Background: an optimization exercise with open tools, aiming at small area, a short achievable clock period and few clock cycles per item. Do not read the settings as production practice. In this exercise RTL edits were held to simulation tests only and were not proved equivalent to the original. Power is estimated from default activity; no workload was simulated.

==> cedar: inputs <==
==> flow/design.v (excerpt) <==
module fivmac_core (
    input  wire         clk,
    input  wire         rst,         
    input  wire         cmd_valid,
    input  wire [4:0]   cmd_op,
    input  wire [511:0] blk,         
    input  wire [159:0] h_in,        
    output wire         ready,
    output wire [159:0] h_out,       
    output wire [63:0]  blkcnt
);
    localparam [4:0] OP_INIT_MD5  = 5'h01;
    localparam [4:0] OP_COMP_MD5  = 5'h02;
    localparam [4:0] OP_WRITE_H   = 5'h04;
    localparam [4:0] OP_INIT_SHA1 = 5'h11;
    localparam [4:0] OP_COMP_SHA1 = 5'h12;
    localparam [31:0] IV0 = 32'h67452301;
    localparam [31:0] IV1 = 32'hEFCDAB89;
    localparam [31:0] IV2 = 32'h98BADCFE;
    localparam [31:0] IV3 = 32'h10325476;
    localparam [31:0] IV4 = 32'hC3D2E1F0;
    function [31:0] rol32(input [31:0] x, input [4:0] s);
        rol32 = (x << s) | (x >> (6'd32 - {1'b0, s}));
    endfunction
    function [31:0] bswap32(input [31:0] x);
  ...
clock: 11.5 ns
lec_check: 0
cap_margin: 20
core_margin: 2
core_utilization: 40
setup_slack_margin: 5
slew_margin: 20
synth_hierarchical: 1
synth_minimum_keep_size: 1200
buffer_ports_args: -buffer_cell sky130_fd_sc_hd__buf_2
standard.sh (not shown) runs the stock make flow with config.mk's settings and CLKGATE_MAP_FILE= SYNTH_SCRIPT=/design/flow/synth_recipe.tcl, a recipe that flattens the netlist after the stock synthesis.
==> flow/flow/run.sh <==
#!/bin/bash
# The standard layout (the standard.sh, standard synthesis included),
# with one change: the buffers that placement puts on every input and output
# port are buf_2 cells instead of the delay cells the resizer picks by
# default. Clock period, constraints and the rest of the flow are unchanged.
set -e
cfg="${FLOW_CONFIG:-config.mk}"
echo "export BUFFER_PORTS_ARGS = -buffer_cell sky130_fd_sc_hd__buf_2" >> "$cfg"
bash standard.sh > standard.log 2>&1
==> pepper: changes against cedar <==
--- a/flow/design.v
+++ b/flow/design.v
@@ -107,16 +107,17 @@
     reg [31:0]  pb;                      
     reg [31:0]  qr;                      
     reg         c32;                     
     reg [511:0] w;                       
     reg         busy;
     reg         h0f, h1f;                
     reg         sha;                     
     reg         first;                   
+    reg         run;                     
     reg         last;                    
     reg [6:0]   t;                       
     reg [3:0]   xi;                      
     reg [3:0]   mf;                      
     reg [1:0]   md;                      
     reg [1:0]   mj;                      
     reg [3:0]   sr0;                     
     reg [3:0]   sr2;                     
@@ -151,60 +152,50 @@
     wire [31:0] b_op3 = last ? 32'd0 : bswap32(slot(4'd2));
     wire [31:0] add_b;
     fm_sha_presum u_addb (.a1(s_a1), .a(ra), .b(rb), .c(rc), .k(b_op2), .w(b_op3),
                           .r(sr2 & {4{~last}}), .y(add_b));
     fm_add3 u_c1 (.a(h1), .b(qr), .c(pa), .y(c1));
     wire [31:0] c2;
     fm_add3 u_c2 (.a(h2), .b(sha ? rol32(ra, 5'd30) : rbm), .c(32'd0), .y(c2));
     always @(posedge clk) begin
-        rbm <= (busy & ~first) ? m_nb : h1;
-        if (busy & ~first) begin
-            ra <= s_a2; rb <= s_a1;
-            if (sha) begin
-                rc <= rol32(ra, 5'd30); rd <= rol32(rb, 5'd30);
-            end else begin
-                rc <= rbm; rd <= rc;
-            end
-        end else if (busy) begin
-            ra <= h0; rb <= h1; rc <= h2; rd <= h3;
-        end else begin
-            ra <= rol32(h2, 5'd2); rb <= rol32(h3, 5'd2); rc <= h4; rd <= h0e;
-        end
+        rbm <= run ? m_nb : h1;
+        ra  <= run ? s_a2 : busy ? h0 : rol32(h2, 5'd2);
+        rb  <= run ? s_a1 : busy ? h1 : rol32(h3, 5'd2);
+        qr  <= run ? rol32(s_a2, 5'd5) : busy ? rol32(h0, 5'd5) : h1e;
+        rc  <= run ? (sha ? rol32(ra, 5'd30) : rbm) : busy ? h2 : h4;
+        rd  <= run ? (sha ? rol32(rb, 5'd30) : rc) : busy ? h3 : h0e;
+        pa  <= (busy & sha) ? add_b : busy ? add_a : 32'd0;
+        pb  <= add_a;
+        w   <= !busy ? {blk[447:0], blk[511:448]}
+                     : {(run & sha) ? {s_n1, s_n0} : w[63:0], w[511:64]};
     end
-    always @(posedge clk) pb <= add_a;
     always @(posedge clk) begin
-        if (!busy) begin
-            w  <= {blk[447:0], blk[511:448]};
-            pa <= 32'd0;
-            qr <= h1e;
+        if (rst | !busy) begin
             c32 <= &cnt[31:0];
             sha <= cmd_op[4];
             first <= 1'b1;
+            run   <= 1'b0;
             last  <= 1'b0;
             t  <= 7'd63;
             xi <= 4'd2;
             mf <= 4'b0001;
             md <= md5_delta(2'd0, 2'd0);
             mj <= 2'd0;
             sr0 <= 4'b0001;
             sr2 <= 4'b0001;
         end else begin
             first <= 1'b0;
+            run   <= ~last;
             last  <= sha ? (t == 7'd76) : (t == 7'd62);
             if (sha) begin
-                qr <= first ? rol32(h0, 5'd5) : rol32(s_a2, 5'd5);
-                w  <= {first ? w[63:0] : {s_n1, s_n0}, w[511:64]};
-                pa <= add_b;
                 t  <= first ? 7'd0 : t + 7'd2;
                 sr0 <= sr2;
                 sr2 <= first ? 4'b0001 : onehot4(sha_r(t + 7'd4));
             end else begin
-                w  <= {w[63:0], w[511:64]};
-                pa <= add_a;
                 t  <= first ? 7'd0 : t + 7'd1;
                 xi <= m_xi;
                 mf <= onehot4(m_tn[5:4]);
                 md <= md5_delta(m_tn[5:4], m_tn[1:0]);
                 mj <= m_tn[1:0];
             end
         end
     end
--- a/flow/config.mk
+++ b/flow/config.mk
@@ -5,11 +5,9 @@
 export SDC_FILE = /design/flow/constraint.sdc
 export NUM_CORES = 4
 export LEC_CHECK = 0
 export CAP_MARGIN = 20
 export CORE_MARGIN = 2
 export CORE_UTILIZATION = 40
 export SETUP_SLACK_MARGIN = 5
 export SLEW_MARGIN = 20
-export SYNTH_HIERARCHICAL = 1
-export SYNTH_MINIMUM_KEEP_SIZE = 1200
 export BUFFER_PORTS_ARGS = -buffer_cell sky130_fd_sc_hd__buf_2
==> violet: changes against cedar <==
--- a/flow/design.v
+++ b/flow/design.v
@@ -107,16 +107,17 @@
     reg [31:0]  pb;                      
     reg [31:0]  qr;                      
     reg         c32;                     
     reg [511:0] w;                       
     reg         busy;
     reg         h0f, h1f;                
     reg         sha;                     
     reg         first;                   
+    reg         run;                     
     reg         last;                    
     reg [6:0]   t;                       
     reg [3:0]   xi;                      
     reg [3:0]   mf;                      
     reg [1:0]   md;                      
     reg [1:0]   mj;                      
     reg [3:0]   sr0;                     
     reg [3:0]   sr2;                     
@@ -151,104 +152,88 @@
     wire [31:0] b_op3 = last ? 32'd0 : bswap32(slot(4'd2));
     wire [31:0] add_b;
     fm_sha_presum u_addb (.a1(s_a1), .a(ra), .b(rb), .c(rc), .k(b_op2), .w(b_op3),
                           .r(sr2 & {4{~last}}), .y(add_b));
     fm_add3 u_c1 (.a(h1), .b(qr), .c(pa), .y(c1));
     wire [31:0] c2;
     fm_add3 u_c2 (.a(h2), .b(sha ? rol32(ra, 5'd30) : rbm), .c(32'd0), .y(c2));
     always @(posedge clk) begin
-        rbm <= (busy & ~first) ? m_nb : h1;
-        if (busy & ~first) begin
-            ra <= s_a2; rb <= s_a1;
-            if (sha) begin
-                rc <= rol32(ra, 5'd30); rd <= rol32(rb, 5'd30);
-            end else begin
-                rc <= rbm; rd <= rc;
-            end
-        end else if (busy) begin
-            ra <= h0; rb <= h1; rc <= h2; rd <= h3;
-        end else begin
-            ra <= rol32(h2, 5'd2); rb <= rol32(h3, 5'd2); rc <= h4; rd <= h0e;
-        end
+        rbm <= run ? m_nb : h1;
+        ra  <= run ? s_a2 : busy ? h0 : rol32(h2, 5'd2);
+        rb  <= run ? s_a1 : busy ? h1 : rol32(h3, 5'd2);
+        qr  <= run ? rol32(s_a2, 5'd5) : busy ? rol32(h0, 5'd5) : h1e;
+        rc  <= run ? (sha ? rol32(ra, 5'd30) : rbm) : busy ? h2 : h4;
+        rd  <= run ? (sha ? rol32(rb, 5'd30) : rc) : busy ? h3 : h0e;
+        pa  <= (busy & sha) ? add_b : busy ? add_a : 32'd0;
+        pb  <= add_a;
+        w   <= !busy ? {blk[447:0], blk[511:448]}
+                     : {(run & sha) ? {s_n1, s_n0} : w[63:0], w[511:64]};
     end
-    always @(posedge clk) pb <= add_a;
     always @(posedge clk) begin
-        if (!busy) begin
-            w  <= {blk[447:0], blk[511:448]};
-            pa <= 32'd0;
-            qr <= h1e;
+        if (rst | !busy) begin
             c32 <= &cnt[31:0];
             sha <= cmd_op[4];
             first <= 1'b1;
+            run   <= 1'b0;
             last  <= 1'b0;
             t  <= 7'd63;
             xi <= 4'd2;
             mf <= 4'b0001;
             md <= md5_delta(2'd0, 2'd0);
             mj <= 2'd0;
             sr0 <= 4'b0001;
             sr2 <= 4'b0001;
         end else begin
             first <= 1'b0;
+            run   <= ~last;
             last  <= sha ? (t == 7'd76) : (t == 7'd62);
             if (sha) begin
-                qr <= first ? rol32(h0, 5'd5) : rol32(s_a2, 5'd5);
-                w  <= {first ? w[63:0] : {s_n1, s_n0}, w[511:64]};
-                pa <= add_b;
                 t  <= first ? 7'd0 : t + 7'd2;
                 sr0 <= sr2;
                 sr2 <= first ? 4'b0001 : onehot4(sha_r(t + 7'd4));
             end else begin
-                w  <= {w[63:0], w[511:64]};
-                pa <= add_a;
                 t  <= first ? 7'd0 : t + 7'd1;
                 xi <= m_xi;
                 mf <= onehot4(m_tn[5:4]);
                 md <= md5_delta(m_tn[5:4], m_tn[1:0]);
                 mj <= m_tn[1:0];
             end
         end
     end
+    wire        i_init = ~busy & cmd_valid & ((cmd_op == OP_INIT_MD5) | (cmd_op == OP_INIT_SHA1));
+    wire        i_sha  = cmd_op == OP_INIT_SHA1;
+    wire        i_wr   = ~busy & cmd_valid & (cmd_op == OP_WRITE_H);
+    wire        i_comp = ~busy & cmd_valid & ((cmd_op == OP_COMP_MD5) | (cmd_op == OP_COMP_SHA1));
+    wire        fin    = busy & last & ~rst;           
+    wire [31:0] h0o = i_init ? IV0 : i_wr ? h_in[31:0]    : h0e;
+    wire [31:0] h1o = i_init ? IV1 : i_wr ? h_in[63:32]   : h1e;
+    wire [31:0] h2o = i_init ? IV2 : i_wr ? h_in[95:64]   : h2;
+    wire [31:0] h3o = i_init ? IV3 : i_wr ? h_in[127:96]  : h3;
+    wire [31:0] h4o = (i_init & i_sha) ? IV4 : i_wr ? h_in[159:128] : h4;
+    always @(posedge clk) begin
+        h0 <= (fin & ~sha) ? add_a : rst ? 32'd0 : h0o;
+        h1 <= (fin & sha) ? c1 : rst ? 32'd0 : h1o;
+        h2 <= fin ? c2 : rst ? 32'd0 : h2o;
+        h3 <= fin ? (sha ? add_a : add_b) : rst ? 32'd0 : h3o;
+        h4 <= (fin & sha) ? add_b : rst ? 32'd0 : h4o;
+    end
     always @(posedge clk) begin
         if (rst) begin
-            h0 <= 32'd0; h1 <= 32'd0; h2 <= 32'd0; h3 <= 32'd0; h4 <= 32'd0;
             cnt <= 64'd0;
             busy <= 1'b0;
             h0f <= 1'b0; h1f <= 1'b0;
         end else if (!busy) begin
-            h0 <= h0e; h1 <= h1e;
             h0f <= 1'b0; h1f <= 1'b0;
-            if (cmd_valid) begin
-                case (cmd_op)
-                    OP_INIT_MD5: begin
-                        h0 <= IV0; h1 <= IV1; h2 <= IV2; h3 <= IV3;
-                        cnt <= 64'd0;
-                    end
-                    OP_INIT_SHA1: begin
-                        h0 <= IV0; h1 <= IV1; h2 <= IV2; h3 <= IV3; h4 <= IV4;
-                        cnt <= 64'd0;
-                    end
-                    OP_WRITE_H: begin
-                        h0 <= h_in[31:0];    h1 <= h_in[63:32];   h2 <= h_in[95:64];
-                        h3 <= h_in[127:96];  h4 <= h_in[159:128];
-                    end
-                    OP_COMP_MD5, OP_COMP_SHA1: busy <= 1'b1;
-                    default: ;   
-                endcase
-            end
+            if (i_init) cnt <= 64'd0;
+            if (i_comp) busy <= 1'b1;
         end else if (last) begin
             busy <= 1'b0;
             cnt  <= {cnt[63:32] + {31'd0, c32}, cnt[31:0] + 32'd1};
             h0f <= sha; h1f <= ~sha;
-            if (sha) begin
-                h1 <= c1; h2 <= c2; h3 <= add_a; h4 <= add_b;
-            end else begin
-                h0 <= add_a; h2 <= c2; h3 <= add_b;
-            end
         end
     end
 endmodule
 module fm_md5_step (
     input  wire [31:0] b, c, d, p, hx,
     input  wire [3:0]  fsel,
     input  wire [1:0]  dl, j,
     output wire [31:0] nb
==> flow/config.mk (replaced) <==
export PLATFORM = sky130hd
export DESIGN_NAME = fivmac_core
export DESIGN_NICKNAME = fivmac_core
export VERILOG_FILES = /design/flow/design.v
export SDC_FILE = /design/flow/constraint.sdc
export NUM_CORES = 4
export LEC_CHECK = 0
export CAP_MARGIN = 20
export CORE_MARGIN = 2
export CORE_UTILIZATION = 40
export PLACE_DENSITY = 0.75
export SETUP_SLACK_MARGIN = 5
export SLEW_MARGIN = 20
export BUFFER_PORTS_ARGS = -buffer_cell sky130_fd_sc_hd__buf_2
==> comparison table <==
quantity                                                                           violet                       cedar                    pepper
Status                                                   no timing/DRC/antenna violations  no timing/DRC/antenna violations  no timing/DRC/antenna violations
Net switching power                                                               5220 µW                     4370 µW                   4420 µW
Clk pwr                                                                           4170 µW                     4120 µW                   4190 µW
Hold Crit Start                                                                    w[216]                      w[146]                    w[511]
Slew of the pin with the lowest slew margin                                       1.35 ns                     1.20 ns                   1.30 ns
Slowest-stage cell, CP                                           sky130_fd_sc_hd__dfxtp_1  sky130_fd_sc_hd__a2111oi_2  sky130_fd_sc_hd__o21ai_0
Number of instances in the synthesized netlist                                       8400                        8489                      8692
Final worst hold slack                                                           0.433 ns                    0.467 ns                  0.465 ns
Area growth syn-to-layout                                                           21.1%                       19.7%                     20.1%
Area share of xor/xnor cells in the synthesized design                              5.49%                       5.38%                     5.17%
Clock latency reported for the late side of the worst-skew pair                   0.85 ns                     0.82 ns                   0.84 ns
Footprint of the multi-input gates                                              53800 µm²                   56000 µm²                 55700 µm²
Antenna violations before repair                                                       85                          63                       130
Final layout net count                                                              10600                       10700                     10900
Die ar.                                                                        196000 µm²                  200000 µm²                199000 µm²
Highest achievable clock rate                                                   0.143 GHz                   0.150 GHz                 0.151 GHz
Count of plain and timing-repair buffers                                             1250                        1218                      1239
Testbench counts of cedar, summed over its fixed seeds: cycles 35,430, blocks 648.
Testbench counts of pepper, summed over its fixed seeds: cycles 35,430, blocks 648.
Testbench counts of violet, summed over its fixed seeds: cycles 35,430, blocks 648.

port drivers added, routing unchanged:
The results above use ideal ports. As a check the final layouts listed here were re-extracted and re-timed, cells and wires unchanged.
Step 1 sets driving cells, clkbuf_16 on the clock port and buf_2 on the other inputs (assumed; they add their load-dependent delay and slew).
Step 2 also shifts input and output timing later by t, the mid clock arrival at the registers, as if the neighbouring blocks saw the same clock.
Three values: no drivers, after step 1, after step 2; two values: the first two.
run | shift t [ns] | setup slack, ns | worst slew at a driven data input, ns | pins driven straight from the clock port
cedar | 0.890 | 4.814 / 4.814 / 4.814 | 0.25 | 1
pepper | 0.905 | 4.876 / 4.876 / 4.876 | 0.23 | 1
violet | 0.893 | 4.497 / 4.497 / 4.497 | 0.22 | 1
After both steps every run listed still meets setup and hold.
